This is an optimization exercise on Yosys and OpenROAD, whose aim is small area and a short achievable clock period, not a production implementation. Function was checked by simulation only, so behaviour that the tests miss may differ from the original. Power is estimated from default activity; no workload was simulated.

$ cat config.mk
export PLATFORM = sky130hd
export DESIGN_NAME = pocsag_rx
export DESIGN_NICKNAME = pocsag_rx
export VERILOG_FILES = /design/flow/design.v
export SDC_FILE = /design/flow/constraint.sdc
export NUM_CORES = 4
export LEC_CHECK = 0
export CAP_MARGIN = 20
export CORE_MARGIN = 2
export CORE_UTILIZATION = 40
export CTS_BUF_LIST = sky130_fd_sc_hd__clkbuf_16
export CTS_CLUSTER_DIAMETER = 50
export CTS_CLUSTER_SIZE = 20
export SLEW_MARGIN = 20
export SYNTH_HIERARCHICAL = 1
$ cat design.v
module slc_upd (
    input  wire        v,
    input  wire        vg,         
    input  wire        l,
    input  wire [22:0] magp,
    input  wire [24:0] c,
    input  wire [15:0] s,
    input  wire [15:0] q,
    input  wire        ci,
    input  wire [15:0] x,          
    input  wire        sg,
    input  wire        c7,         
    output wire [22:0] magp_n,
    output wire [24:0] c_n,
    output wire [24:0] rs,
    output wire [24:0] rk
);
    wire [15:0] mv = magp[22:7] & {16{vg}};
    wire [8:0]  ah = x[15:7];
    wire [24:0] sa, ka;
    csa_row #(.W(25)) u_ra (
        .x (~c),
        .y ({{3{s[15]}}, s, 6'd0}),
        .z ({{9{q[15]}}, q}),
        .s (sa),
        .k (ka)
    );
    wire [24:0] kx = {ka[23:0], ci};
    wire [16:0] ch;
    wire [15:0] kq;
    assign ch[0] = 1'b0;
    genvar i;
    generate
        for (i = 0; i < 16; i = i + 1) begin : g_q
            if (i < 9) begin : g_4
                c42 u_c (.a(mv[i]), .b(ah[i]), .c(sa[i]), .d(kx[i]), .ci(ch[i]),
                         .co(ch[i+1]), .s(rs[i]), .k(kq[i]));
            end else begin : g_3
                c42z u_c (.a(mv[i]), .c(sa[i]), .d(kx[i]), .ci(ch[i]),
                          .co(ch[i+1]), .s(rs[i]), .k(kq[i]));
            end
        end
    endgenerate
    wire [24:16] hk;
    csa_row #(.W(1)) u_f16 (.x(sa[16]), .y(kx[16]), .z(ch[16]), .s(rs[16]), .k(hk[16]));
    generate
        for (i = 17; i < 25; i = i + 1) begin : g_h
            cl_x2  u_s (.a(sa[i]), .b(kx[i]), .y(rs[i]));
            cl_and u_k (.a(sa[i]), .b(kx[i]), .y(hk[i]));
        end
    endgenerate
    assign rk = {hk[23:16], kq, c7};
    wire [24:0] rsum;
    pfx_add #(.W(25)) u_c (.x(rs), .y(rk), .ci(1'b0), .s(rsum));
    slc_magp u_m (.magp(magp), .x(x), .sg(sg), .mv(mv), .c7(c7), .magp_n(magp_n));
    assign c_n = (v & l) ? {2'b00, magp_n} : ~rsum;
endmodule
module slc_magp (
    input  wire [22:0] magp,
    input  wire [15:0] x,
    input  wire        sg,
    input  wire [15:0] mv,
    input  wire        c7,
    output wire [22:0] magp_n
);
    wire [22:0] s1, k1, s2, k2;
    wire [22:0] k1x = {k1[21:0], ~c7};
    genvar i;
    generate
        for (i = 0; i < 23; i = i + 1) begin : g_r
            if (i < 9) begin : g_1f
                wire h;
                cl_x2   u_h (.a(magp[i]), .b(x[i]), .y(h));
                cl_xn2  u_s (.a(h), .b(x[i+7]), .y(s1[i]));
                cl_majn u_k (.a(magp[i]), .b(x[i]), .cn(x[i+7]), .y(k1[i]));
            end else if (i < 16) begin : g_1o
                cl_xn2 u_s (.a(magp[i]), .b(x[i]), .y(s1[i]));
                cl_or  u_k (.a(magp[i]), .b(x[i]), .y(k1[i]));
            end else begin : g_1c
                cl_inv u_s (.a(magp[i]), .y(s1[i]));
                assign k1[i] = magp[i];
            end
            if (i < 16) begin : g_2f
                wire h;
                cl_x2   u_h (.a(s1[i]), .b(k1x[i]), .y(h));
                cl_xn2  u_s (.a(h), .b(mv[i]), .y(s2[i]));
                cl_majn u_k (.a(s1[i]), .b(k1x[i]), .cn(mv[i]), .y(k2[i]));
            end else begin : g_2o
                cl_xn2 u_s (.a(s1[i]), .b(k1x[i]), .y(s2[i]));
                cl_or  u_k (.a(s1[i]), .b(k1x[i]), .y(k2[i]));
            end
        end
    endgenerate
    pfx_add #(.W(23)) u_a (.x(s2), .y({k2[21:0], sg}), .ci(1'b1), .s(magp_n));
endmodule
module slc_dec (
    input  wire [15:0] s,
    input  wire [24:0] rs,
    input  wire [24:0] rk,
    input  wire        dv,
    input  wire        in_pre,
    input  wire        in_sync,
    input  wire        m0,
    input  wire        m1,
    input  wire        sm,
    output wire        b_n,        
    output wire        pre_dn,
    output wire        sync_dn
);
    wire        sg = s[15];
    wire [24:0] xs = {{3{sg}}, s, 6'd0};
    wire [24:0] qs = {{9{1'b1}}, s ^ {16{~sg}}};
    wire [24:0] t;
    wire [25:0] ch;            
    assign ch[0] = 1'b0;
    genvar i;
    generate
        for (i = 0; i < 25; i = i + 1) begin : g_c
            if (i < 6) begin : g_z
                c42zt u_c (.a(rs[i]), .c(rk[i]), .e(s[i]), .sg(sg), .co(ch[i+1]), .t(t[i]));
            end else if (i < 16) begin : g_m
                c42ts u_c (.a(rs[i]), .b(rk[i]), .c(s[i-6]), .e(s[i]), .sg(sg),
                           .co(ch[i+1]), .t(t[i]));
            end else begin : g_f
                c42t1 u_c (.a(rs[i]), .b(rk[i]), .c(xs[i]), .co(ch[i+1]), .t(t[i]));
            end
        end
    endgenerate
    wire [23:0] g, p;
    generate
        for (i = 0; i < 24; i = i + 1) begin : g_pg
            if (i == 0) begin : g_0
                pg0 u_p (.t(t[0]), .c(ch[0]), .k(~sg), .g(g[0]), .p(p[0]));
            end else if (i < 17) begin : g_i
                pgk u_p (.t(t[i]), .c(ch[i]), .tp(t[i-1]), .cp(ch[i-1]), .dp(qs[i-1]),
                         .g(g[i]), .p(p[i]));
            end else begin : g_i1
                pgk1 u_p (.t(t[i]), .c(ch[i]), .tp(t[i-1]), .cp(ch[i-1]), .g(g[i]), .p(p[i]));
            end
        end
    endgenerate
    wire glo, ghin, phin, c24;
    pfx_gtree_gp #(.W(16)) u_tl (.g(g[15:0]), .p(p[15:0]), .co(glo), .po());
    pfx_gtree_gp #(.W(8))  u_th (.g(g[23:16]), .p(p[23:16]), .co(ghin), .po(phin));
    cl_node #(.PI(1), .PJ(0)) u_tj (.gi(ghin), .pi(phin), .gj(glo), .pj(1'b0), .go(c24), .po());
    wire tt;                   
    top24 u_top (.t(t[24]), .c(ch[24]), .tp(t[23]), .cp(ch[23]), .y(tt));
    wire pa = dv & in_pre  & (tt ? m1 : m0);
    wire pb = dv & in_pre  & (tt ? m0 : m1);
    wire sa = dv & in_sync & sm & ~tt;
    wire sb = dv & in_sync & sm &  tt;
    cl_muxi u_b  (.s(c24), .a(~tt), .b(tt), .y(b_n));
    cl_muxi u_pf (.s(c24), .a(pb), .b(pa), .y(pre_dn));
    cl_muxi u_sf (.s(c24), .a(sb), .b(sa), .y(sync_dn));
endmodule
module c42t (
    input  wire a, input wire b, input wire c, input wire d,
    output wire co, output wire t
);
    wire ab, cd;
    cl_x2  u_ab (.a(a), .b(b), .y(ab));
    cl_x2  u_cd (.a(c), .b(d), .y(cd));
    cl_x2  u_t  (.a(ab), .b(cd), .y(t));
    cl_maj u_co (.a(a), .b(b), .c(c), .y(co));
endmodule
module c42ts (
    input  wire a, input wire b, input wire c, input wire e, input wire sg,
    output wire co, output wire t
);
    wire ab, abs_, ce;
    cl_x2  u_ab (.a(a), .b(b), .y(ab));
    cl_xn2 u_as (.a(ab), .b(sg), .y(abs_));
    cl_x2  u_ce (.a(c), .b(e), .y(ce));
    cl_x2  u_t  (.a(abs_), .b(ce), .y(t));
    cl_maj u_co (.a(a), .b(b), .c(c), .y(co));
endmodule
module c42zt (
    input  wire a, input wire c, input wire e, input wire sg,
    output wire co, output wire t
);
    wire ac, acs;
    cl_x2  u_ac (.a(a), .b(c), .y(ac));
    cl_xn2 u_as (.a(ac), .b(sg), .y(acs));
    cl_x2  u_t  (.a(acs), .b(e), .y(t));
    cl_and u_co (.a(a), .b(c), .y(co));
endmodule
module pgk (
    input  wire t, input wire c, input wire tp, input wire cp, input wire dp,
    output wire g, output wire p
);
    wire sm = t ^ c;
    wire kp = tp ? cp : dp;
    assign g = sm & kp;
    assign p = sm | kp;
endmodule
module pg0 (
    input  wire t, input wire c, input wire k,
    output wire g, output wire p
);
    wire sm = t ^ c;
    assign g = sm & k;
    assign p = sm | k;
endmodule
module top24 (
    input  wire t, input wire c, input wire tp, input wire cp,
    output wire y
);
    assign y = t ^ c ^ (~tp | cp);
endmodule
module pgk1 (
    input  wire t, input wire c, input wire tp, input wire cp,
    output wire g, output wire p
);
    wire sm = t ^ c;
    wire kp = ~tp | cp;
    assign g = sm & kp;
    assign p = sm | kp;
endmodule
module c42t1 (
    input  wire a, input wire b, input wire c,
    output wire co, output wire t
);
    wire ab;
    cl_x2  u_ab (.a(a), .b(b), .y(ab));
    cl_xn2 u_t  (.a(ab), .b(c), .y(t));
    cl_maj u_co (.a(a), .b(b), .c(c), .y(co));
endmodule
module pfx_gtree_gp #(
    parameter W = 8
) (
    input  wire [W-1:0] g,
    input  wire [W-1:0] p,
    output wire         co,
    output wire         po
);
    localparam L = $clog2(W);
    localparam N = 1 << L;
    wire [N*(L+1)-1:0] G, P;
    genvar i, k;
    generate
        for (i = 0; i < N; i = i + 1) begin : g_pg
            if (i < W) begin : g_bi
                assign G[i] = g[i];
                assign P[i] = p[i];
            end else begin : g_pad
                assign G[i] = 1'b0;
                assign P[i] = 1'b1;
            end
        end
        for (k = 0; k < L; k = k + 1) begin : g_lvl
            for (i = 0; i < (N >> (k + 1)); i = i + 1) begin : g_n
                if (k % 2 == 0) begin : g_a
                    cl_gpa u_c (.g(G[k*N+2*i+1]), .p(P[k*N+2*i+1]), .gl(G[k*N+2*i]), .pl(P[k*N+2*i]),
                                .gn(G[(k+1)*N+i]), .pn(P[(k+1)*N+i]));
                end else begin : g_o
                    cl_gpo u_c (.gn(G[k*N+2*i+1]), .pn(P[k*N+2*i+1]), .gln(G[k*N+2*i]), .pln(P[k*N+2*i]),
                                .g(G[(k+1)*N+i]), .p(P[(k+1)*N+i]));
                end
            end
        end
    endgenerate
    assign co = G[L*N];
    assign po = P[L*N];
endmodule
module c42s (
    input  wire a, input wire b, input wire c, input wire e, input wire sg,
    input  wire d, input wire ci,
    output wire co, output wire s, output wire k
);
    wire ab, abs_, ce, t;
    cl_x2  u_ab (.a(a), .b(b), .y(ab));
    cl_xn2 u_as (.a(ab), .b(sg), .y(abs_));
    cl_x2  u_ce (.a(c), .b(e), .y(ce));
    cl_x2  u_t  (.a(abs_), .b(ce), .y(t));
    cl_maj u_co (.a(a), .b(b), .c(c), .y(co));
    cl_x2  u_s  (.a(t), .b(ci), .y(s));
    cl_mux u_k  (.s(t), .a(d), .b(ci), .y(k));
endmodule
module c42zs (
    input  wire a, input wire c, input wire e, input wire sg, input wire d,
    input  wire ci,
    output wire co, output wire s, output wire k
);
    wire ac, acs, t;
    cl_x2  u_ac (.a(a), .b(c), .y(ac));
    cl_xn2 u_as (.a(ac), .b(sg), .y(acs));
    cl_x2  u_t  (.a(acs), .b(e), .y(t));
    cl_and u_co (.a(a), .b(c), .y(co));
    cl_x2  u_s  (.a(t), .b(ci), .y(s));
    cl_mux u_k  (.s(t), .a(d), .b(ci), .y(k));
endmodule
module c42z (
    input  wire a, input wire c, input wire d, input wire ci,
    output wire co, output wire s, output wire k
);
    wire cd, t;
    cl_x2  u_cd (.a(c), .b(d), .y(cd));
    cl_x2  u_t  (.a(a), .b(cd), .y(t));
    cl_and u_co (.a(a), .b(c), .y(co));
    cl_x2  u_s  (.a(t), .b(ci), .y(s));
    cl_mux u_k  (.s(t), .a(d), .b(ci), .y(k));
endmodule
module c42 (
    input  wire a, input wire b, input wire c, input wire d, input wire ci,
    output wire co, output wire s, output wire k
);
    wire ab, cd, t;
    cl_x2  u_ab (.a(a), .b(b), .y(ab));
    cl_x2  u_cd (.a(c), .b(d), .y(cd));
    cl_x2  u_t  (.a(ab), .b(cd), .y(t));
    cl_maj u_co (.a(a), .b(b), .c(c), .y(co));
    cl_x2  u_s  (.a(t), .b(ci), .y(s));
    cl_mux u_k  (.s(t), .a(d), .b(ci), .y(k));
endmodule
module pfx_add #(
    parameter W = 8
) (
    input  wire [W-1:0] x,
    input  wire [W-1:0] y,
    input  wire         ci,
    output wire [W-1:0] s
);
    localparam L = $clog2(W);
    function integer pol(input integer k, input integer i);
        integer m, n;
        begin
            n = 0;
            for (m = 0; m < k; m = m + 1)
                n = n + ((i >> m) & 1);
            pol = n % 2;
        end
    endfunction
    wire [W*(L+1)-1:0] G, P;
    genvar i, k;
    generate
        for (i = 0; i < W; i = i + 1) begin : g_pg
            if (i == 0) begin : g_b0
                cl_maj u_g (.a(x[0]), .b(y[0]), .c(ci), .y(G[0]));
                assign P[0] = 1'b0;
            end else begin : g_bi
                cl_pg u_pg (.a(x[i]), .b(y[i]), .g(G[i]), .p(P[i]));
            end
        end
        for (k = 0; k < L; k = k + 1) begin : g_lvl
            for (i = 0; i < W; i = i + 1) begin : g_n
                if ((i >> k) & 1) begin : g_op
                    localparam integer J = ((i >> k) << k) - 1;
                    cl_node #(.PI(pol(k, i)), .PJ(pol(k, J))) u_c (
                        .gi (G[k*W+i]), .pi (P[k*W+i]), .gj (G[k*W+J]), .pj (P[k*W+J]),
                        .go (G[(k+1)*W+i]), .po (P[(k+1)*W+i]));
                end else begin : g_pass
                    assign G[(k+1)*W+i] = G[k*W+i];
                    assign P[(k+1)*W+i] = P[k*W+i];
                end
            end
        end
        for (i = 0; i < W; i = i + 1) begin : g_s
            wire h;
            cl_x2 u_h (.a(x[i]), .b(y[i]), .y(h));
            if (i == 0) begin : g_s0
                cl_x2 u_s (.a(h), .b(ci), .y(s[0]));
            end else if (pol(L, i - 1)) begin : g_sn
                cl_xn2 u_s (.a(h), .b(G[L*W+i-1]), .y(s[i]));
            end else begin : g_sp
                cl_x2 u_s (.a(h), .b(G[L*W+i-1]), .y(s[i]));
            end
        end
    endgenerate
endmodule
module pfx_gtree #(
    parameter W = 8
) (
    input  wire [W-1:0] x,
    input  wire [W-1:0] y,
    input  wire         ci,
    output wire         co
);
    localparam L = $clog2(W);
    localparam N = 1 << L;
    wire [N*(L+1)-1:0] G, P;
    genvar i, k;
    generate
        for (i = 0; i < N; i = i + 1) begin : g_pg
            if (i == 0) begin : g_b0
                cl_maj u_g (.a(x[0]), .b(y[0]), .c(ci), .y(G[0]));
                assign P[0] = 1'b0;
            end else if (i < W) begin : g_bi
                cl_pg u_pg (.a(x[i]), .b(y[i]), .g(G[i]), .p(P[i]));
            end else begin : g_pad
                assign G[i] = 1'b0;
                assign P[i] = 1'b1;
            end
        end
        for (k = 0; k < L; k = k + 1) begin : g_lvl
            for (i = 0; i < (N >> (k + 1)); i = i + 1) begin : g_n
                if (k % 2 == 0) begin : g_a
                    cl_gpa u_c (.g(G[k*N+2*i+1]), .p(P[k*N+2*i+1]), .gl(G[k*N+2*i]), .pl(P[k*N+2*i]),
                                .gn(G[(k+1)*N+i]), .pn(P[(k+1)*N+i]));
                end else begin : g_o
                    cl_gpo u_c (.gn(G[k*N+2*i+1]), .pn(P[k*N+2*i+1]), .gln(G[k*N+2*i]), .pln(P[k*N+2*i]),
                                .g(G[(k+1)*N+i]), .p(P[(k+1)*N+i]));
                end
            end
        end
    endgenerate
    assign co = G[L*N];
    assign po = P[L*N];
endmodule
module csa_row #(
    parameter W = 8
) (
    input  wire [W-1:0] x,
    input  wire [W-1:0] y,
    input  wire [W-1:0] z,
    output wire [W-1:0] s,
    output wire [W-1:0] k
);
    genvar i;
    generate
        for (i = 0; i < W; i = i + 1) begin : g_b
            wire h;
            cl_x2  u_h (.a(x[i]), .b(y[i]), .y(h));
            cl_x2  u_s (.a(h), .b(z[i]), .y(s[i]));
            cl_maj u_k (.a(x[i]), .b(y[i]), .c(z[i]), .y(k[i]));
        end
    endgenerate
endmodule
module cl_inv (input wire a, output wire y);
    assign y = ~a;
endmodule
module cl_x2 (input wire a, input wire b, output wire y);
    assign y = a ^ b;
endmodule
module cl_xn2 (input wire a, input wire b, output wire y);
    assign y = ~(a ^ b);
endmodule
module cl_mux (input wire s, input wire a, input wire b, output wire y);
    assign y = s ? b : a;
endmodule
module cl_muxi (input wire s, input wire a, input wire b, output wire y);
    assign y = ~(s ? b : a);
endmodule
module cl_node #(
    parameter PI = 0,
    parameter PJ = 0
) (
    input  wire gi, input wire pi, input wire gj, input wire pj,
    output wire go, output wire po
);
    wire gi_t = PI ? ~gi : gi;
    wire pi_t = PI ? ~pi : pi;
    wire gj_t = PJ ? ~gj : gj;
    wire pj_t = PJ ? ~pj : pj;
    wire g_t  = gi_t | (pi_t & gj_t);
    wire p_t  = pi_t & pj_t;
    assign go = PI ? g_t : ~g_t;
    assign po = PI ? p_t : ~p_t;
endmodule
module cl_and (input wire a, input wire b, output wire y);
    assign y = a & b;
endmodule
module cl_or (input wire a, input wire b, output wire y);
    assign y = a | b;
endmodule
module cl_majn (input wire a, input wire b, input wire cn, output wire y);
    assign y = (a & b) | (a & ~cn) | (b & ~cn);
endmodule
module cl_maj (input wire a, input wire b, input wire c, output wire y);
    assign y = (a & b) | (a & c) | (b & c);
endmodule
module cl_pg (input wire a, input wire b, output wire g, output wire p);
    assign g = a & b;
    assign p = a | b;
endmodule
module cl_gpa (input wire g, input wire p, input wire gl, input wire pl,
               output wire gn, output wire pn);
    assign gn = ~(g | (p & gl));
    assign pn = ~(p & pl);
endmodule
module cl_gpo (input wire gn, input wire pn, input wire gln, input wire pln,
               output wire g, output wire p);
    assign g = ~(gn & (pn | gln));
    assign p = ~(pn | pln);
endmodule
module pocsag_bch (
    input  wire [31:0] cw_in,
    output reg  [31:0] cw_out,
    output reg         fail
);
    localparam [32*11-1:0] SYN_TAB = {
        11'h769, 11'h3B5, 11'h1DB, 11'h785, 11'h3C3, 11'h689, 11'h345, 11'h1A3,
        11'h7B9, 11'h3DD, 11'h1EF, 11'h79F, 11'h4A7, 11'h53B, 11'h5F5, 11'h2FB,
        11'h615, 11'h30B, 11'h6ED, 11'h377, 11'h6D3, 11'h401, 11'h201, 11'h101,
        11'h081, 11'h041, 11'h021, 11'h011, 11'h009, 11'h005, 11'h003, 11'h001
    };
    reg [10:0] syn;
    reg [31:0] flip;
    integer p;
    always @* begin
        syn = 11'd0;
        for (p = 0; p < 32; p = p + 1)
            if (cw_in[p])
                syn = syn ^ SYN_TAB[p*11 +: 11];
        flip = 32'd0;
        for (p = 0; p < 32; p = p + 1)
            if (syn == SYN_TAB[p*11 +: 11])
                flip[p] = 1'b1;
        cw_out = cw_in ^ flip;
        fail   = (syn != 11'd0) && (flip == 32'd0);
    end
endmodule
module pocsag_rx (
    input  wire        clk,
    input  wire        rst,
    input  wire        in_valid,
    input  wire [15:0] in_sample,
    output wire        pre_found,
    output wire        sync_found,
    output wire        out_valid,
    output wire [3:0]  out_index,
    output wire [31:0] out_word,
    output wire        out_fail,
    output wire        out_addr
);
    localparam [31:0] SYNC_WORD = 32'h7CD215D8;
    localparam [1:0] S_PRE   = 2'd0,
                     S_SYNC  = 2'd1,
                     S_BATCH = 2'd2;
    wire        acc = in_valid & ~rst;
    wire        sg  = in_sample[15];
    reg  [1:0]  icnt;          
    reg         v_r;           
    reg         vg_r;          
    reg         l_r;           
    reg  [15:0] s_r;           
    reg  [15:0] q_r;           
    reg         ci_r;          
    reg         c7_r;          
    reg  [15:0] x_r;           
    reg         sg_r;          
    reg  [22:0] magp;
    reg  [24:0] c_r;
    wire [15:0] x_in = in_sample ^ {16{sg}};
    wire [22:0] magp_n;
    wire [24:0] c_n;
    wire [24:0] rs_n, rk_n;
    slc_upd u_upd (
        .v      (v_r),
        .vg     (vg_r),
        .l      (l_r),
        .magp   (magp),
        .c      (c_r),
        .s      (s_r),
        .q      (q_r),
        .ci     (ci_r),
        .x      (x_r),
        .sg     (sg_r),
        .c7     (c7_r),
        .magp_n (magp_n),
        .c_n    (c_n),
        .rs     (rs_n),
        .rk     (rk_n)
    );
    always @(posedge clk) begin
        l_r  <= (icnt == 2'd3);
        vg_r <= acc;
        s_r  <= acc ? in_sample : 16'd0;
        q_r  <= acc ? (in_sample ^ {16{~sg}}) : 16'd0;
        ci_r <= acc & ~sg;
        c7_r <= acc & ({1'b0, magp_n[6:0]} + {1'b0, x_in[6:0]} + {7'd0, sg} > 8'd127);
        x_r  <= acc ? x_in : 16'd0;
        sg_r <= acc & sg;
        if (rst) begin
            icnt <= 2'd0;
            v_r  <= 1'b0;
            magp <= 23'd0;
            c_r  <= 25'd0;
        end else begin
            if (in_valid)
                icnt <= icnt + 2'd1;
            v_r  <= in_valid;
            magp <= magp_n;
            c_r  <= c_n;
        end
    end
    reg  [1:0]   state;
    reg  [31:0]  sr;           
    reg  [31:0]  xr;           
    reg  [511:0] fq;           
    wire in_pre   = (state == S_PRE);
    wire in_sync  = (state == S_SYNC);
    wire in_batch = (state == S_BATCH);
    reg  m0_r, m1_r;           
    reg  sm_r;                 
    wire b_n, pre_dn, sync_dn;
    wire dv = acc & (icnt == 2'd3);
    slc_dec u_dec (
        .s       (in_sample),
        .rs      (rs_n),
        .rk      (rk_n),
        .dv      (dv),
        .in_pre  (in_pre),
        .in_sync (in_sync),
        .m0      (m0_r),
        .m1      (m1_r),
        .sm      (sm_r),
        .b_n     (b_n),
        .pre_dn  (pre_dn),
        .sync_dn (sync_dn)
    );
    reg bv_r, b_rn, pre_rn, sync_rn;
    always @(posedge clk) begin
        bv_r    <= dv;
        b_rn    <= b_n;
        pre_rn  <= pre_dn;
        sync_rn <= sync_dn;
    end
    wire b_r = ~b_rn;
    assign pre_found  = ~pre_rn;
    assign sync_found = ~sync_rn;
    reg  [9:0] pheld;
    reg  [9:0] ptrans;
    wire       pfull   = (pheld == 10'd576);
    wire       held    = (pheld != 10'd0);
    wire       t_sub   = pfull & (fq[511] ^ fq[479]);
    wire       inc0    = held &  sr[0];
    wire       inc1    = held & ~sr[0];
    wire       nfull   = pfull | (pheld == 10'd575);
    wire       ge518   = (ptrans >= 10'd518);
    wire       ge519   = (ptrans >= 10'd519);
    wire       ge520   = (ptrans >= 10'd520);
    reg  [4:0] scnt;
    reg  [3:0] widx;
    always @(posedge clk) begin
        m0_r <= nfull & ((inc0 & ~t_sub) ? ge518 : (~inc0 & t_sub) ? ge520 : ge519);
        m1_r <= nfull & ((inc1 & ~t_sub) ? ge518 : (~inc1 & t_sub) ? ge520 : ge519);
        sm_r <= (scnt == 5'd31) && (sr[30:0] == SYNC_WORD[31:1]);
    end
    wire inc  = b_r ? inc1 : inc0;
    wire pm_r = b_r ? m1_r : m0_r;
    reg        start_r;
    reg        ovalid;
    reg  [3:0] oidx;
    reg        ofail, oaddr;
    wire push     = bv_r & in_batch & (scnt == 5'd31);
    wire complete = push & (widx == 4'd15);
    wire load     = start_r | (ovalid & (oidx != 4'd15));
    wire [31:0] head = fq[511:480];
    wire [31:0] corr;
    wire        cfail;
    pocsag_bch u_bch (
        .cw_in  (head),
        .cw_out (corr),
        .fail   (cfail)
    );
    always @(posedge clk) begin
        if (rst) begin
            start_r <= 1'b0;
            ovalid  <= 1'b0;
        end else begin
            start_r <= complete;
            ovalid  <= load;
        end
        if (load) begin
            oidx  <= start_r ? 4'd0 : oidx + 4'd1;
            ofail <= cfail;
            oaddr <= ~head[31];
        end
    end
    wire [31:0] fq_in;
    genvar j;
    generate
        for (j = 0; j < 32; j = j + 1) begin : g_in
            if (j == 0) begin : g0
                assign fq_in[j] = in_pre ? xr[31] : b_r;
            end else begin : gj
                assign fq_in[j] = in_pre ? fq[15*32 + j - 1] : sr[j-1];
            end
        end
    endgenerate
    wire fq_en = (bv_r & in_pre) | push | load;
    always @(posedge clk) begin
        if (bv_r)
            sr <= {sr[30:0], b_r};
        if (in_pre) begin
            if (bv_r)
                xr <= {xr[30:0], sr[31]};
        end else if (load) begin
            xr <= corr;
        end
        if (fq_en)
            fq <= {fq[479:0], fq_in};
    end
    always @(posedge clk) begin
        if (rst) begin
            state  <= S_PRE;
            pheld  <= 10'd0;
            ptrans <= 10'd0;
            scnt   <= 5'd0;
            widx   <= 4'd0;
        end else if (bv_r) begin
            case (state)
                S_PRE: begin
                    if (pm_r) begin
                        pheld  <= 10'd0;
                        ptrans <= 10'd0;
                        scnt   <= 5'd0;
                        state  <= S_SYNC;
                    end else begin
                        if (!pfull)
                            pheld <= pheld + 10'd1;
                        if (inc & ~t_sub)
                            ptrans <= ptrans + 10'd1;
                        else if (~inc & t_sub)
                            ptrans <= ptrans - 10'd1;
                    end
                end
                S_SYNC: begin
                    if (sm_r & ~b_r) begin
                        scnt  <= 5'd0;
                        widx  <= 4'd0;
                        state <= S_BATCH;
                    end else if (scnt != 5'd31) begin
                        scnt <= scnt + 5'd1;
                    end
                end
                S_BATCH: begin
                    scnt <= scnt + 5'd1;
                    if (scnt == 5'd31) begin
                        widx <= widx + 4'd1;
                        if (widx == 4'd15)
                            state <= S_SYNC;
                    end
                end
                default: state <= S_PRE;
            endcase
        end
    end
    assign out_valid = ovalid;
    assign out_index = oidx;
    assign out_word  = xr;
    assign out_fail  = ofail;
    assign out_addr  = oaddr;
endmodule
$ cat constraint.sdc
create_clock -name core_clock -period 12.0 [get_ports {clk}]
set_input_delay 2.4000 -clock core_clock [delete_from_list [all_inputs] [get_ports {clk}]]
set_output_delay 2.4000 -clock core_clock [all_outputs]
set_load 0.01 [all_outputs]
$ cat flow/run.sh
#!/bin/bash
# The standard layout (standard synthesis and the ORFS steps unchanged),
# with two differences:
# - the port buffers that buffer_ports inserts are sky130_fd_sc_hd__buf_4
#   instead of the cell it picks by default (clkdlybuf4s50_1, a delay
#   cell); every input and output port still gets its own buffer;
# - repair_timing works on every path with less than 8 ns of setup slack
#   (SETUP_SLACK_MARGIN), so it sizes up the gates on the critical paths.
#   The clock period and the constraints are the standard flow's own.
# make's output goes to standard.log; ORFS keeps each step's log under
# orfs/logs.
set -euo pipefail
export BUFFER_PORTS_ARGS="-buffer_cell sky130_fd_sc_hd__buf_4"
export SETUP_SLACK_MARGIN=8
bash standard.sh > standard.log 2>&1
$ cat standard.sh
#!/bin/bash
# synth_recipe.tcl (not shown) runs the flow's synth.tcl, then flattens the netlist and writes it again
# the make line also repeats each setting of config.mk as NAME=value (left out here)
make -C /OpenROAD-flow-scripts/flow DESIGN_CONFIG=/design/flow/config.mk WORK_HOME=/design/flow/orfs CLKGATE_MAP_FILE= SYNTH_SCRIPT=/design/flow/synth_recipe.tcl "${@:-finish}"
==> metrics.cfg, run 1 <==
[layout]
post_route_cells_drive_above_1_share=0.2245
syn_to_final_growth_pct=14.72
multi_input_area_um2=12900
final_cell_mix=edfxtp_1, xor2_1, xnor2_1
layout_commonest_cell=edfxtp_1
final_nets=2691
final_core_util=0.4608
nFillCells=7393
seq_area_um2=20350
n_antenna_cell=0

[global_routing]
grt_pass1_vias=18350
grt_overflow_total=0
grt_pass1_wl_um=102800
grt_max_degree=93
antenna_found_initial=0
track_usage=0.1518

[setup_path]
endpoint_kind=register
cp_cell_sequence=buf_16 -> xnor2_1 -> xor2_1 -> buf_4 -> mux2i_1 -> nor2_1 -> a21oi_2 -> o21ai_2 -> a21oi_2 -> o21ai_2 -> inv_2 -> o21ai_4 -> mux2i_1
critical_path.slowest_cell=o21ai_4
rrSetupSlack_ps=8140
path_class=input pin to register
required_ps=12540
path_max_fanout=30
crit_family=compound AO/OA/AOI/OAI gates
critPathMaxStageDelay_ps=250
arrival_ps=4440
crit_buf_inv=3
cp-start-kind=input pin

[timing]
fmax_mhz=256.6
skew_ps=32.14
finalSetupViolations=0
slew_headroom=0.3559
fin_setup_tns_ps=0
slew_violations=0
min_period_over_period=0.3247
fin_crit_ps=3897
finalHoldViolations=0
worstMarginPinSlew_ps=966.1
grt_setup_unrepaired=true

[placement]
dpl.hpwl_um=44190
port_buffers=59
gp_congestion=0.8083

[synth]
synthCells=2488
synth_warnings=8
syn_area_um2=33450
avgSynthCellArea_um2=13.45

[die]
ios=60
rows=106
die_h_um=293.2
core_region_area_um2=83290
die_w_um=293.2
initial_core_util=0.4017
dieArea_um2=85970

[drt]
wl_um=65630
drc=0
first_pass_iters=5
drt_iter0_markers=1105
vias=18220
vias_per_cell=4.814
drt-wirelength-per-cell_um=17.34
ant_nets=0

[hold_path]
hp-class=register to register

[clock_network]
cts_buffer_depth=3
tritoncts=done
root_buffer=clkbuf_16
clk_transition_reported_paths_ps=70
numCtsBuffers=73
htreeDepth=3
clock-sinks=725
worstSkewPairLatency_ps=620

[power_and_ir_drop]
p_leak_nw=13.66
cellPowerDensity_nw_per_um2=236.3
peakVddDrop_mv=0.1927

[job]
cap_violations=0

[run_status]
status=no timing/DRC/antenna violations

==> sequential cells by signal, summed over array words and instances (netlist names), 2 cells and up <==
register	flops
x_r	15
sr	32
widx	4
s_r	16
fq	512
magp	23
xr	32
ptrans	10
oidx	4
scnt	5
state	2
icnt	2
c_r	25
q_r	16
pheld	10
==> power breakdown <==
group          switching [W]  total, W  internal [W]
registers          0.0000588   0.00284       0.00278
clock network        0.00106   0.00230       0.00125
logic                0.00220   0.00393       0.00173
total                0.00331   0.00907       0.00576
==> metal layers <==
metal | global-route usage | vias up | part of all wire
li1 | - | 8926 | -
met1 | 0.2125 | 8958 | 0.48
met2 | 0.2464 | 259 | 0.47
met3 | 0.02088 | 74 | 0.033
met4 | 0.04480 | 0 | 0.019
met5 | 0 | - | 0
==> cell type report <==
type,count,share of cell area
sequential,725,0.5302
multi-input combinational,1624,0.3362
clock buffer,75,0.04890
tap,1080,0.03521
timing repair buffer,103,0.02204
clock inverter,58,0.01588
inverter,119,0.01164
==> final timing paths <==
check / startpoint / depth (start not counted) / end
worst max-delay path: in_sample[15] / 13 / b_rn$_DFF_P_
worst min-delay path: fq[111]$_DFFE_PP_ / 0 / fq[143]$_DFFE_PP_
worst max register to register: fq[491]$_DFFE_PP_ / 9 / xr[31]$_DFFE_PP_
worst min register to register: fq[111]$_DFFE_PP_ / 0 / fq[143]$_DFFE_PP_
==> timing repair <==
action | in CTS | in global routing
cloned | 1 | 0
pin swaps | 0 | 28
resized for setup | 14 | 38
endpoints found under the setup margin | 17 | 94
setup buffers | 0 | 30
hold buffers | 0 | 0
==> metrics by stage <==
| step | instance area, µm² | setup WS (ps) | power, W | instances | hold slack, ps |
|---|---|---|---|---|---|
| after floorplan | 33620 | 5699 | 0.005992 | 2510 | 400.3 |
| after global placement | 35300 | 6898 | 0.006539 | 3619 | 400.4 |
| after detailed placement | 35300 | 6766 | 0.006636 | 3619 | 404.5 |
| after CTS | 37900 | 7996 | 0.009019 | 3753 | 399.4 |
| after global routing | 38380 | 7944 | 0.009687 | 3784 | 413.3 |
| final | 38380 | 8103 | 0.009070 | 3784 | 401.3 |
==> worst reg2reg max path, stage by stage (launching register included) <==
cell	delay, ps
edfxtp_1	610
xnor2_2	400
xnor2_1	150
xnor2_1	320
xnor3_2	570
mux2i_4	260
or2_4	290
or4_4	610
xnor2_2	160
mux2_2	260
==> run 2: changes to the inputs <==
--- a/config.mk
+++ b/config.mk
@@ -8,8 +8,6 @@
 export CAP_MARGIN = 20
 export CORE_MARGIN = 2
 export CORE_UTILIZATION = 40
-export CTS_BUF_LIST = sky130_fd_sc_hd__clkbuf_16
-export CTS_CLUSTER_DIAMETER = 50
-export CTS_CLUSTER_SIZE = 20
+export CTS_BUF_LIST = sky130_fd_sc_hd__clkbuf_8
 export SLEW_MARGIN = 20
 export SYNTH_HIERARCHICAL = 1
==> metrics.cfg, run 2 <==
[synth]
syn_area_um2=33450  ; unchanged
synthCells=2488  ; unchanged
synth_warnings=8  ; unchanged
avgSynthCellArea_um2=13.45  ; unchanged

[hold_path]
whs_path_depth=0  ; unchanged
hold_end=fq[170]$_DFFE_PP_  ; was fq[143]$_DFFE_PP_
hp-class=register to register  ; unchanged
worstHoldStart=fq[138]$_DFFE_PP_  ; was fq[111]$_DFFE_PP_

[timing]
fmax_mhz=259.7  ; was 256.6 MHz
skew_ps=46.27  ; was 32.14 ps
slew_headroom=0.3482  ; was 0.3559
grt_setup_unrepaired=true  ; unchanged
fin_crit_ps=3850  ; was 3897 ps
fin_setup_tns_ps=0  ; unchanged
worstMarginPinSlew_ps=977.8  ; was 966.1 ps
finalHoldViolations=0  ; unchanged
finalSetupViolations=0  ; unchanged
slew_violations=0  ; unchanged
min_period_over_period=0.3208  ; was 0.3247

[clock_network]
root_buffer=clkbuf_8  ; was clkbuf_16
cts_buffer_depth=3  ; unchanged
tritoncts=done  ; unchanged
hold_buffers=0  ; unchanged
htreeDepth=3  ; unchanged
worstSkewPairLatency_ps=730  ; was 620 ps
numCtsBuffers=115  ; was 73
clk_transition_reported_paths_ps=60  ; was 70 ps
clock-sinks=725  ; unchanged

[layout]
largest_reg_flops=512  ; unchanged
syn_to_final_growth_pct=13.90  ; was 14.72%
layout_commonest_cell=edfxtp_1  ; unchanged
top_register=fq  ; unchanged
post_route_cells_drive_above_1_share=0.2269  ; was 0.2245
reg.largest.list=fq: 512 flops, sr: 32 flops, xr: 32 flops  ; unchanged
final_nets=2732  ; was 2,691
final_cell_mix=edfxtp_1, xor2_1, xnor2_1  ; unchanged
final_cell_area_um2=38100  ; was 38,380 µm²

[drt]
drt-wirelength-per-cell_um=17.30  ; was 17.34 µm
vias_per_cell=4.787  ; was 4.814
first_pass_iters=5  ; unchanged
drt_iter0_markers=1045  ; was 1,105
drc=0  ; unchanged
wl_um=66800  ; was 65,630 µm
ant_nets=0  ; unchanged
vias=18490  ; was 18.22k

[run_status]
status=no timing/DRC/antenna violations  ; unchanged

[setup_path]
cp_cell_sequence=xnor2_2 -> xnor2_1 -> xnor2_1 -> xnor3_2 -> mux2i_4 -> or2_4 -> or4_4 -> xnor2_2 -> mux2_2  ; was buf_16 -> xnor2_1 -> xor2_1 -> buf_4 -> mux2i_1 -> nor2_1 -> a21oi_2 -> o21ai_2 -> a21oi_2 -> o21ai_2 -> inv_2 -> o21ai_4 -> mux2i_1
required_ps=12490  ; was 12,540 ps
path_max_fanout=6  ; was 30
critPathMaxStageDelay_ps=620  ; was 250 ps
crit_family=XOR/XNOR gates  ; was compound AO/OA/AOI/OAI gates
r2r_end=xr[31]$_DFFE_PP_  ; unchanged
endpoint_kind=register  ; unchanged
path_class=register to register  ; was input pin to register
reg2reg_from=fq[491]$_DFFE_PP_  ; unchanged
arrival_ps=4340  ; was 4440 ps
crit_buf_inv=0  ; was 3
rrSetupSlack_ps=8150  ; was 8140 ps
critical_path.slowest_cell=edfxtp_1  ; was o21ai_4
reg2reg_depth=9  ; unchanged
cp-start-kind=register  ; was input pin
crit_path_start=fq[491]$_DFFE_PP_  ; was in_sample[15]

[global_routing]
grt_pass1_wl_um=104200  ; was 102,800 µm
track_usage=0.1535  ; was 0.1518
grt_max_degree=93  ; unchanged
antenna_found_initial=1  ; was 0
grt_overflow_total=0  ; unchanged
grt_pass1_vias=18940  ; was 18.35k

[job]
cap_violations=0  ; unchanged

[die]
initial_core_util=0.4017  ; unchanged
ios=60  ; unchanged
die_h_um=293.2  ; unchanged
rows=106  ; unchanged
die_w_um=293.2  ; unchanged
dieArea_um2=85970  ; unchanged
core_region_area_um2=83290  ; unchanged

[power_and_ir_drop]
p_int_w=0.005553  ; was 0.005756 W
pwr-share-seq=0.323  ; was 0.313
p_sw_w=0.003255  ; was 0.003314 W
p_sw_frac=0.3696  ; was 0.3654
clockPowerShare=0.229  ; was 0.254
peakVddDrop_mv=0.1960  ; was 0.1927 mV
pwr-share-comb=0.448  ; was 0.433
cellPowerDensity_nw_per_um2=231.1  ; was 236.3 nW/µm²
p_leak_nw=13.66  ; about the same

[placement]
gp_congestion=0.8083  ; unchanged
dpl.hpwl_um=44190  ; unchanged
port_buffers=59  ; unchanged
placed_area_um2=35300  ; unchanged

==> run 2: power groups by stage <==
| stage | clock network, W | registers, W | logic [W] |
|---|---|---|---|
| floorplan | 0 | 0.00288 | 0.00311 |
| global placement | 0 | 0.00290 | 0.00364 |
| detailed placement | 0 | 0.00290 | 0.00374 |
| CTS | 0.00210 | 0.00285 | 0.00379 |
| global route | 0.00221 | 0.00286 | 0.00437 |
| finish | 0.00202 | 0.00285 | 0.00394 |
==> run 2: worst max-delay path by stage <==
stage	to	slack [ps]	cells after the start
global placement	pre_rn$_DFF_P_	6900	12
finish	xr[31]$_DFFE_PP_	8150	9
global route	sync_rn$_DFF_P_	7920	19
floorplan	fq[0]$_DFFE_PP_	5700	5
CTS	b_rn$_DFF_P_	7990	18
detailed placement	b_rn$_DFF_P_	6770	12
==> run 2: through the flow <==
step / cells / hold WS, ps / utilization / setup slack (ps) / power (W)
2_1_floorplan: 2510 / 400.3 / - / 5699 / 0.005992
3_3_place_gp: 3619 / 400.4 / 0.4239 / 6898 / 0.006539
3_5_place_dp: 3619 / 404.5 / 0.4239 / 6766 / 0.006636
4_1_cts: 3830 / 376.7 / 0.4513 / 7992 / 0.008734
5_1_grt: 3862 / 393.5 / 0.4575 / 7920 / 0.009437
6_report: 3862 / 388.5 / 0.4575 / 8150 / 0.008807
==> run 2: area by class of cell <==
| cell class | count | area [µm²] |
|---|---|---|
| clock buffer | 115 | 1583 |
| clock inverter | 96 | 614.3 |
| sequential | 725 | 20350 |
| tap | 1080 | 1351 |
| antenna | 1 | 2.502 |
| inverter | 119 | 446.7 |
| multi-input combinational | 1624 | 12940 |
| timing repair buffer | 102 | 814.5 |
| fill | 7494 | 45190 |
==> run 2: metal layers <==
metal / track usage / vias to the layer above / wire length, µm
met4: 0.04716 / 0 / 1209
met1: 0.2122 / 9088 / 32050
li1: - / 8999 / -
met2: 0.2490 / 308 / 31320
met3: 0.02413 / 94 / 2211
met5: 0 / - / 0
==> run 2: worst register-to-register path, delay by kind of cell (launching register included) <==
kind | cells | cell delay, ps
muxes | 2 | 520
DFF | 1 | 620
xor gates and xnor gates | 5 | 1610
and+or+nand+nor | 2 | 900
==> run 2: timing repair <==
item,CTS,global route
resized for setup,16,39
endpoints found under the setup margin,17,95
pin swaps,0,38
gates cloned,0,1
setup buffers,0,30
==> run 3: changes to the inputs <==
--- a/config.mk
+++ b/config.mk
@@ -9,5 +9,7 @@
 export CORE_MARGIN = 2
 export CORE_UTILIZATION = 40
 export CTS_BUF_LIST = sky130_fd_sc_hd__clkbuf_8
+export CTS_CLUSTER_DIAMETER = 40
+export CTS_CLUSTER_SIZE = 14
 export SLEW_MARGIN = 20
 export SYNTH_HIERARCHICAL = 1
==> metrics.cfg, run 3 <==
[timing]
worstMarginPinSlew_ps=976.8  ; was 977.8 ps
skew_ps=42.02  ; was 46.27 ps
finalHoldViolations=0  ; unchanged
finalSetupViolations=0  ; unchanged
fmax_mhz=259.4  ; was 259.7 MHz
worst_slack_ps=8144  ; was 8150 ps
min_period_over_period=0.3213  ; was 0.3208
fin_crit_ps=3856  ; was 3850 ps
grt_setup_unrepaired=true  ; unchanged
slew_headroom=0.3488  ; was 0.3482
fin_setup_tns_ps=0  ; unchanged
slew_violations=0  ; unchanged

[drt]
drc=0  ; unchanged
wl_met1_um=31680  ; was 32,050 µm
ant_nets=0  ; unchanged
wl_um=65770  ; was 66,800 µm
route.met3.wl_um=2373  ; was 2211 µm
wl_met2_um=30540  ; was 31,320 µm
first_pass_iters=5  ; unchanged
vias=18250  ; was 18.49k
top_layer=met4  ; unchanged
drt_iter0_markers=928  ; was 1,045
vias_per_cell=4.772  ; was 4.787
drt-wirelength-per-cell_um=17.20  ; was 17.30 µm

[clock_network]
cts_buffer_depth=3  ; unchanged
root_buffer=clkbuf_8  ; unchanged
htreeDepth=3  ; unchanged
clock-sinks=725  ; unchanged
tritoncts=done  ; unchanged
clk_transition_reported_paths_ps=80  ; was 60 ps
numCtsBuffers=94  ; was 115
hold_buffers=0  ; unchanged
worstSkewPairLatency_ps=710  ; was 730 ps

[die]
ios=60  ; unchanged
rows=106  ; unchanged
core_region_area_um2=83290  ; unchanged
die_h_um=293.2  ; unchanged
die_w_um=293.2  ; unchanged
dieArea_um2=85970  ; unchanged
initial_core_util=0.4017  ; unchanged

[setup_path]
path_max_fanout=30  ; was 6
required_ps=12620  ; was 12,490 ps
cp_cell_sequence=buf_16 -> xnor2_1 -> xor2_1 -> mux2i_1 -> nand2_1 -> nand2_1 -> nor2_1 -> nand2_1 -> o21ai_2 -> inv_2 -> o21ai_4 -> mux2i_1  ; was xnor2_2 -> xnor2_1 -> xnor2_1 -> xnor3_2 -> mux2i_4 -> or2_4 -> or4_4 -> xnor2_2 -> mux2_2
crit_top_cell=nand2_1
critPathMaxStageDelay_ps=260  ; was 620 ps
endpoint_kind=register  ; unchanged
cp-start-kind=input pin  ; was register
arrival_ps=4470  ; was 4340 ps
path_class=input pin to register  ; was register to register
critical_path.slowest_cell=xor2_1  ; was edfxtp_1

[layout]
multi_input_area_um2=12890  ; was 12,940 µm²
nFillCells=7450  ; was 7,494
final_cell_mix=edfxtp_1, xor2_1, xnor2_1  ; unchanged
largest_reg_flops=512  ; unchanged
post_route_cells_drive_above_1_share=0.2322  ; was 0.2269
seq_area_um2=20350  ; unchanged
final_cell_area_um2=38020  ; was 38,100 µm²
reg.largest.list=fq: 512 flops, sr: 32 flops, xr: 32 flops  ; unchanged
fin_cells=3824  ; was 3,862
syn_to_final_growth_pct=13.65  ; was 13.90%
top_register=fq  ; unchanged
layout_commonest_cell=edfxtp_1  ; unchanged
final_nets=2710  ; was 2,732

[placement]
place_ws_ps=6766  ; unchanged
gp_congestion=0.8083  ; unchanged
port_buffers=59  ; unchanged
placed_cells=3619  ; unchanged
placed_area_um2=35300  ; unchanged
dpl.hpwl_um=44190  ; unchanged

[global_routing]
antenna_found_initial=1  ; unchanged
grt_pass1_vias=18520  ; was 18.94k
track_usage=0.1515  ; was 0.1535
grt_overflow_total=0  ; unchanged
grt_pass1_wl_um=102800  ; was 104,200 µm
grt_max_degree=93  ; unchanged

[run_status]
status=no timing/DRC/antenna violations  ; unchanged

[synth]
avgSynthCellArea_um2=13.45  ; unchanged
synth_warnings=8  ; unchanged
syn_area_um2=33450  ; unchanged
synthCells=2488  ; unchanged

[power_and_ir_drop]
p_leak_nw=13.48  ; was 13.66 nW
cellPowerDensity_nw_per_um2=232.0  ; was 231.1 nW/µm²
peakVddDrop_mv=0.1967  ; was 0.1960 mV

[hold_path]
hp-class=register to register  ; unchanged

[job]
cap_violations=0  ; unchanged

[run 3: repair_timing]
item / CTS / global route
cloned: 0 / 1
setup buffers: 0 / 29
pin swaps: 0 / 26
setup endpoints to repair: 17 / 95
resized for setup: 13 / 33
[run 3: critical path, delay by kind of cell]
family          cells  cell delay, ps
compound gates      2             490
xor+xnor            2             470
buf+inv             2             220
mux                 2             340
simple gates        4             520
[run 3: worst paths after layout]
| check | cells after the start | from | slack [ps] | end |
|---|---|---|---|---|
| worst min register to register | 0 | fq[111]$_DFFE_PP_ | 390 | fq[143]$_DFFE_PP_ |
| worst max register to register | 16 | vg_r$_DFF_P_ | 8150 | b_rn$_DFF_P_ |
| worst min-delay path | 0 | fq[111]$_DFFE_PP_ | 390 | fq[143]$_DFFE_PP_ |
| worst max-delay path | 12 | in_sample[15] | 8140 | b_rn$_DFF_P_ |
[run 3: area by class of cell]
| type | instances | area share |
|---|---|---|
| flip-flops and latches | 725 | 0.5352 |
| multi-input cells | 1624 | 0.3389 |
| well taps | 1080 | 0.03554 |
| clock buffers | 96 | 0.03475 |
| clock inverters | 78 | 0.02257 |
| repair buffers | 101 | 0.02123 |
| inverters | 119 | 0.01175 |
| diodes | 1 | 0.00006582 |
[run 3: metal layers]
| layer | track usage | vias up |
|---|---|---|
| li1 | - | 8946 |
| met1 | 0.2114 | 8957 |
| met2 | 0.2447 | 273 |
| met3 | 0.02451 | 73 |
| met4 | 0.04281 | 0 |
| met5 | 0 | - |
[run 3: power breakdown]
part	internal, W	leakage, nW	total (W)	switching [W]
clock	0.00103	1.06	0.00206	0.00103
sequential	0.00278	6.41	0.00284	0.0000588
combinational	0.00172	6.01	0.00392	0.00220
[run 3: metrics by stage]
step / hold WS (ps) / util / total power, W
2_1_floorplan: 400.3 / - / 0.005992
3_3_place_gp: 400.4 / 0.4239 / 0.006539
3_5_place_dp: 404.5 / 0.4239 / 0.006636
4_1_cts: 397.8 / 0.4508 / 0.008762
5_1_grt: 404.3 / 0.4565 / 0.009450
6_report: 391.5 / 0.4565 / 0.008820
==> run 4: changes to the inputs <==
--- a/design.v
+++ b/design.v
@@ -7,7 +7,6 @@
     input  wire [15:0] s,
     input  wire [15:0] q,
     input  wire        ci,
-    input  wire [15:0] x,          
     input  wire        sg,
     input  wire        c7,         
     output wire [22:0] magp_n,
@@ -16,6 +15,7 @@
     output wire [24:0] rk
 );
     wire [15:0] mv = magp[22:7] & {16{vg}};
+    wire [15:0] x  = ~q & {16{vg}};
     wire [8:0]  ah = x[15:7];
     wire [24:0] sa, ka;
     csa_row #(.W(25)) u_ra (
@@ -536,11 +536,10 @@
     reg  [15:0] q_r;           
     reg         ci_r;          
     reg         c7_r;          
-    reg  [15:0] x_r;           
     reg         sg_r;          
     reg  [22:0] magp;
     reg  [24:0] c_r;
-    wire [15:0] x_in = in_sample ^ {16{sg}};
+    wire [15:0] x_in = in_sample ^ {16{sg}};    
     wire [22:0] magp_n;
     wire [24:0] c_n;
     wire [24:0] rs_n, rk_n;
@@ -553,7 +552,6 @@
         .s      (s_r),
         .q      (q_r),
         .ci     (ci_r),
-        .x      (x_r),
         .sg     (sg_r),
         .c7     (c7_r),
         .magp_n (magp_n),
@@ -568,7 +566,6 @@
         q_r  <= acc ? (in_sample ^ {16{~sg}}) : 16'd0;
         ci_r <= acc & ~sg;
         c7_r <= acc & ({1'b0, magp_n[6:0]} + {1'b0, x_in[6:0]} + {7'd0, sg} > 8'd127);
-        x_r  <= acc ? x_in : 16'd0;
         sg_r <= acc & sg;
         if (rst) begin
             icnt <= 2'd0;
--- a/config.mk
+++ b/config.mk
@@ -9,7 +9,5 @@
 export CORE_MARGIN = 2
 export CORE_UTILIZATION = 40
 export CTS_BUF_LIST = sky130_fd_sc_hd__clkbuf_8
-export CTS_CLUSTER_DIAMETER = 40
-export CTS_CLUSTER_SIZE = 14
 export SLEW_MARGIN = 20
 export SYNTH_HIERARCHICAL = 1
==> metrics.cfg, run 4 <==
[run_status]
status=no timing/DRC/antenna violations  ; unchanged

[layout]
seq_area_um2=20040  ; was 20,350 µm²
largest_reg_flops=512  ; unchanged
reg.largest.list=fq: 512 flops, sr: 32 flops, xr: 32 flops  ; unchanged
layout_commonest_cell=edfxtp_1  ; unchanged
nFillCells=7220  ; was 7,450
multi_input_area_um2=13050  ; was 12,890 µm²
syn_to_final_growth_pct=14.16  ; was 13.65%
final_nets=2731  ; was 2,710
post_route_cells_drive_above_1_share=0.2343  ; was 0.2322
final_cell_mix=edfxtp_1, xor2_1, xnor2_1  ; unchanged
final_cell_area_um2=37870  ; was 38,020 µm²
top_register=fq  ; unchanged

[clock_network]
clk_transition_reported_paths_ps=60  ; was 80 ps
htreeDepth=3  ; unchanged
numCtsBuffers=108  ; was 94
hold_buffers=0  ; unchanged
root_buffer=clkbuf_8  ; unchanged
cts_buffer_depth=3  ; unchanged
clock-sinks=710  ; was 725
tritoncts=done  ; unchanged
worstSkewPairLatency_ps=720  ; was 710 ps

[setup_path]
cp-start-kind=register  ; was input pin
path_max_fanout=12  ; was 30
critPathMaxStageDelay_ps=580  ; was 260 ps
path_class=register to register  ; was input pin to register
cp_cell_sequence=xnor3_2 -> xnor2_4 -> xor2_2 -> xor2_4 -> nand3_1 -> or3b_1 -> nor3b_1 -> xor2_1 -> mux2_2  ; was buf_16 -> xnor2_1 -> xor2_1 -> mux2i_1 -> nand2_1 -> nand2_1 -> nor2_1 -> nand2_1 -> o21ai_2 -> inv_2 -> o21ai_4 -> mux2i_1
required_ps=12460  ; was 12,620 ps
critical_path.slowest_cell=edfxtp_1  ; was xor2_1
endpoint_kind=register  ; unchanged
arrival_ps=4320  ; was 4470 ps

[placement]
gp_congestion=0.8320  ; was 0.8083
place_ws_ps=6923  ; was 6766 ps
port_buffers=59  ; unchanged
dpl.hpwl_um=44690  ; was 44,190 µm
placed_area_um2=34940  ; was 35,300 µm²

[timing]
skew_ps=27.92  ; was 42.02 ps
grt_setup_unrepaired=false  ; was true
worstMarginPinSlew_ps=1016  ; was 976.8 ps
fmax_mhz=259.3  ; was 259.4 MHz
fin_setup_tns_ps=0  ; unchanged
min_period_over_period=0.3214  ; was 0.3213
slew_headroom=0.3226  ; was 0.3488
finalHoldViolations=0  ; unchanged
finalSetupViolations=0  ; unchanged
slew_violations=0  ; unchanged
whs_ps=399.0  ; was 391.5 ps
worst_slack_ps=8143  ; was 8144 ps
fin_crit_ps=3857  ; was 3856 ps

[drt]
vias_per_cell=4.861  ; was 4.772
ant_nets=0  ; unchanged
vias=18690  ; was 18.25k
wl_um=67440  ; was 65,770 µm
drt_iter0_markers=1130  ; was 928
first_pass_iters=5  ; unchanged
drc=0  ; unchanged
drt-wirelength-per-cell_um=17.54  ; was 17.20 µm

[power_and_ir_drop]
cellPowerDensity_nw_per_um2=231.0  ; was 232.0 nW/µm²
total_power_w=0.008746  ; was 0.008820 W
peakVddDrop_mv=0.1531  ; was 0.1967 mV
p_leak_nw=13.65  ; was 13.48 nW

[die]
dieArea_um2=85240  ; was 85,970 µm²
die_w_um=292.0  ; was 293.2 µm
core_region_area_um2=82110  ; was 83,290 µm²
rows=105  ; was 106
die_h_um=292.0  ; was 293.2 µm
ios=60  ; unchanged
initial_core_util=0.4039  ; was 0.4017

[global_routing]
grt_pass1_wl_um=105400  ; was 102,800 µm
antenna_found_initial=4  ; was 1
track_usage=0.1573  ; was 0.1515
grt_pass1_vias=19190  ; was 18.52k
grt_overflow_total=0  ; unchanged
grt_max_degree=95  ; was 93

[job]
cap_violations=0  ; unchanged

[synth]
synth_warnings=8  ; unchanged
avgSynthCellArea_um2=13.35  ; was 13.45 µm²
syn_area_um2=33170  ; was 33,450 µm²
synthCells=2485  ; was 2,488

[hold_path]
hp-class=register to register  ; unchanged

==> run 4: changes by cell type in the layout (fill, tap and decap cells not counted), moves of 11 or more <==
cell	delta
and2_1	-25
buf_4	+17
clkbuf_8	+19
clkinv_1	+25
clkinvlp_4	-15
dfxtp_1	-12
inv_1	+22
inv_6	-14
xor2_1	-11
==> run 4: metal layers <==
| metal | routed length (µm) | part of all wire | up-vias | track usage |
|---|---|---|---|---|
| met5 | 0 | 0 | - | 0 |
| met4 | 1660 | 0.025 | 0 | 0.05004 |
| met3 | 3070 | 0.046 | 118 | 0.02854 |
| met2 | 32370 | 0.48 | 399 | 0.2593 |
| met1 | 30340 | 0.45 | 9178 | 0.2103 |
| li1 | - | - | 8996 | - |
==> run 4: worst max-delay path, delay by kind of cell (launching register included) <==
family | cells | cell delay, ps
xor gates and xnor gates | 5 | 1580
and+or+nand+nor | 3 | 1150
DFF | 1 | 580
muxes | 1 | 290
==> run 4: path summary, 6_finish.rpt <==
check | start | end | slack (ps) | depth (start not counted)
max | fq[501]$_DFFE_PP_ | xr[27]$_DFFE_PP_ | 8140 | 9
min | fq[161]$_DFFE_PP_ | fq[193]$_DFFE_PP_ | 400 | 0
max reg2reg | fq[501]$_DFFE_PP_ | xr[27]$_DFFE_PP_ | 8140 | 9
min reg2reg | fq[161]$_DFFE_PP_ | fq[193]$_DFFE_PP_ | 400 | 0
==> run 4: per-stage QoR <==
step                cells  utilization
floorplan            2502            -
global placement     3596       0.4256
detailed placement   3596       0.4256
CTS                  3798       0.4534
global route         3845       0.4612
finish               3845       0.4612
==> run 4: area by class of cell <==
class / instances / share of cell area
inverter: 113 / 0.01120
tap: 1070 / 0.03536
timing repair buffer: 120 / 0.02481
sequential: 710 / 0.5293
clock inverter: 83 / 0.01272
antenna: 1 / 0.00006609
multi-input combinational: 1633 / 0.3447
clock buffer: 115 / 0.04180
==> run 4: where the power goes <==
| group | switching, W | total (W) | internal (W) |
|---|---|---|---|
| logic | 0.00226 | 0.00405 | 0.00180 |
| registers | 0.0000592 | 0.00279 | 0.00273 |
| clock network | 0.000939 | 0.00190 | 0.000960 |
| total | 0.00326 | 0.00875 | 0.00549 |
==> run 4: repair_timing <==
item | in CTS | in global routing
setup buffers | 4 | 46
setup endpoints to repair | 118 | 23
resized for setup | 38 | 52
pin swaps | 0 | 43
gates cloned | 0 | 0
==> run 5: changes to the inputs <==
--- a/config.mk
+++ b/config.mk
@@ -11,3 +11,4 @@
 export CTS_BUF_LIST = sky130_fd_sc_hd__clkbuf_8
 export SLEW_MARGIN = 20
 export SYNTH_HIERARCHICAL = 1
+export TNS_END_PERCENT = 20
==> metrics.cfg, run 5 <==
[die]
ios=60  ; unchanged
dieArea_um2=85240  ; unchanged
initial_core_util=0.4039  ; unchanged
core_region_area_um2=82110  ; unchanged
rows=105  ; unchanged
die_w_um=292.0  ; unchanged
die_h_um=292.0  ; unchanged

[setup_path]
critical_path.slowest_cell=edfxtp_1  ; unchanged
reg2reg_depth=10  ; was 9
path_class=register to register  ; unchanged
crit_path_start=fq[491]$_DFFE_PP_  ; was fq[501]$_DFFE_PP_
path_max_fanout=6  ; was 12
critPathCapture=ofail$_DFFE_PP_  ; was xr[27]$_DFFE_PP_
r2r_end=ofail$_DFFE_PP_  ; was xr[27]$_DFFE_PP_
crit_top_cell=xnor2_1
reg2reg_from=fq[491]$_DFFE_PP_  ; was fq[501]$_DFFE_PP_
cp-start-kind=register  ; unchanged
cp_cell_sequence=xnor2_2 -> xnor2_1 -> xnor2_1 -> xnor3_2 -> mux2i_2 -> or2_4 -> nor2_1 -> o21ai_1 -> o21ai_0 -> nor4_4  ; was xnor3_2 -> xnor2_4 -> xor2_2 -> xor2_4 -> nand3_1 -> or3b_1 -> nor3b_1 -> xor2_1 -> mux2_2
required_ps=12470  ; was 12,460 ps
arrival_ps=4410  ; was 4320 ps
endpoint_kind=register  ; unchanged
rrSetupSlack_ps=8060  ; was 8140 ps
critPathMaxStageDelay_ps=620  ; was 580 ps

[layout]
final_core_util=0.4629  ; was 0.4612
reg.largest.list=fq: 512 flops, sr: 32 flops, xr: 32 flops  ; unchanged
post_route_cells_drive_above_1_share=0.2328  ; was 0.2343
nFillCells=7279  ; was 7,220
final_cell_mix=edfxtp_1, xor2_1, xnor2_1  ; unchanged
syn_to_final_growth_pct=14.61  ; was 14.16%
fin_cells=3837  ; was 3,845
final_nets=2721  ; was 2,731
layout_commonest_cell=edfxtp_1  ; unchanged
largest_reg_flops=512  ; unchanged
top_register=fq  ; unchanged

[power_and_ir_drop]
p_sw_frac=0.3712  ; was 0.3723
clockPowerShare=0.232  ; was 0.217
p_int_w=0.005653  ; was 0.005490 W
pwr-share-seq=0.311  ; was 0.319
pwr-share-comb=0.457  ; was 0.463
total_power_w=0.008991  ; was 0.008746 W
p_leak_nw=13.74  ; was 13.65 nW
cellPowerDensity_nw_per_um2=236.5  ; was 231.0 nW/µm²
p_sw_w=0.003338  ; was 0.003257 W
peakVddDrop_mv=0.2472  ; was 0.1531 mV

[job]
cap_violations=0  ; unchanged

[timing]
finalSetupViolations=0  ; unchanged
grt_setup_unrepaired=true  ; was false
finalHoldViolations=0  ; unchanged
slew_violations=0  ; unchanged
fin_crit_ps=3938  ; was 3857 ps
slew_headroom=0.2824  ; was 0.3226
min_period_over_period=0.3282  ; was 0.3214
fmax_mhz=253.9  ; was 259.3 MHz
skew_ps=58.96  ; was 27.92 ps
fin_setup_tns_ps=0  ; unchanged
worstMarginPinSlew_ps=1076  ; was 1016 ps

[placement]
placed_cells=3597  ; was 3,596
dpl.hpwl_um=44340  ; was 44,690 µm
port_buffers=59  ; unchanged
gp_congestion=0.8159  ; was 0.8320

[clock_network]
root_buffer=clkbuf_8  ; unchanged
tritoncts=done  ; unchanged
numCtsBuffers=115  ; was 108
worstSkewPairLatency_ps=740  ; was 720 ps
clock-sinks=710  ; unchanged
clk_transition_reported_paths_ps=70  ; was 60 ps
htreeDepth=3  ; unchanged
hold_buffers=0  ; unchanged
cts_buffer_depth=3  ; unchanged

[drt]
vias=18380  ; was 18.69k
first_pass_iters=5  ; unchanged
wl_um=65870  ; was 67,440 µm
drt_iter0_markers=1216  ; was 1,130
drc=0  ; unchanged
ant_nets=0  ; unchanged
drt-wirelength-per-cell_um=17.17  ; was 17.54 µm
vias_per_cell=4.791  ; was 4.861

[synth]
synth_warnings=8  ; unchanged
synthCells=2485  ; unchanged
avgSynthCellArea_um2=13.35  ; unchanged
syn_area_um2=33170  ; unchanged

[global_routing]
grt_pass1_wl_um=103200  ; was 105,400 µm
antenna_found_initial=3  ; was 4
grt_overflow_total=0  ; unchanged
track_usage=0.1532  ; was 0.1573
grt_max_degree=94  ; was 95
grt_pass1_vias=18580  ; was 19.19k

[run_status]
status=no timing/DRC/antenna violations  ; unchanged

[hold_path]
hp-class=register to register  ; unchanged

## run 5: worst min-delay path by stage
stage               slack (ps)         startpoint  cells after the start           endpoint
global placement           400  fq[345]$_DFFE_PP_                      0  fq[377]$_DFFE_PP_
global route               390  fq[142]$_DFFE_PP_                      0  fq[174]$_DFFE_PP_
finish                     400   fq[34]$_DFFE_PP_                      0   fq[66]$_DFFE_PP_
detailed placement         400  fq[124]$_DFFE_PP_                      0  fq[156]$_DFFE_PP_
floorplan                  400   fq[68]$_DFFE_PP_                      0  fq[100]$_DFFE_PP_
CTS                        390   fq[50]$_DFFE_PP_                      0   fq[82]$_DFFE_PP_
## run 5: power groups by stage
| stage | clock network, W | registers (W) | logic (W) |
|---|---|---|---|
| global placement | 0 | 0.00284 | 0.00372 |
| global route | 0.00228 | 0.00280 | 0.00453 |
| CTS | 0.00217 | 0.00279 | 0.00389 |
| detailed placement | 0 | 0.00285 | 0.00381 |
| floorplan | 0 | 0.00282 | 0.00316 |
| finish | 0.00209 | 0.00279 | 0.00411 |
## run 5: routing by layer
layer / track usage / wire (µm)
met4: 0.04400 / 1232
met2: 0.2388 / 29750
met3: 0.02839 / 2438
met1: 0.2182 / 32450
met5: 0 / 0
## run 5: final cells by class
cell class / count / area [µm²] / share of cell area
antenna: 1 / 2.502 / 0.00006583
inverter: 113 / 424.2 / 0.01116
sequential: 710 / 20040 / 0.5272
timing repair buffer: 103 / 837.1 / 0.02202
tap: 1070 / 1339 / 0.03522
multi-input combinational: 1633 / 13060 / 0.3437
clock inverter: 88 / 668.1 / 0.01758
clock buffer: 119 / 1638 / 0.04309
## run 5: metrics by stage
stage | cell area (µm²) | hold WS, ps | setup WS [ps]
CTS | 37450 | 389.9 | 7785
floorplan | 33290 | 400.3 | 5692
global placement | 34950 | 400.3 | 6934
detailed placement | 34950 | 404.5 | 6873
global route | 38010 | 389.9 | 7840
finish | 38010 | 397.4 | 8062
## run 5: worst max-delay path: cells and delay by family (launching register included)
family,cells,cell delay (ps)
flops,1,620
simple gates,3,790
compound gates,2,420
mux,1,400
xor+xnor,4,1440
## run 5: what timing repair did
| action | in CTS | in global routing |
|---|---|---|
| buffers inserted | 5 | 26 |
| pin swaps | 0 | 27 |
| setup endpoints to repair | 293 | 266 |
| gates resized for setup | 36 | 56 |

re-timing with driven ports:
The results above use ideal ports. As a check the final layouts listed here were re-extracted and re-timed, cells and wires unchanged. Step 1 sets driving cells, clkbuf_16 on the clock port and buf_2 on the other inputs (assumed; they add their load-dependent delay and slew). Step 2 also shifts input and output timing later by t, the mid clock arrival at the registers, as if the neighbouring blocks saw the same clock. Slacks: ideal / step 1 / step 2; pairs: ideal / step 1.
| run | t, ns | slack for setup (ns) | clock arrival spread, ns | worst register clock-pin slew, ns | worst data-port slew with drivers (ns) |
|---|---|---|---|---|---|
| run 1 | 0.669 | 8.103 / 7.999 / 7.330 | 0.039 / 0.038 | 0.08 / 0.08 | 0.17 |
| run 2 | 0.770 | 8.150 / 8.097 / 7.326 | 0.053 / 0.053 | 0.07 / 0.07 | 0.19 |
| run 3 | 0.747 | 8.144 / 8.032 / 7.285 | 0.052 / 0.052 | 0.09 / 0.09 | 0.19 |
| run 4 | 0.766 | 8.143 / 8.143 / 7.420 | 0.031 / 0.031 | 0.07 / 0.07 | 0.06 |
| run 5 | 0.770 | 8.062 / 8.062 / 7.403 | 0.061 / 0.060 | 0.08 / 0.08 | 0.06 |
After both steps every run listed still meets setup and hold. For run 3, which loses most, drivers alone change the setup slack by -0.112 ns; drivers and shift together by -0.859 ns.
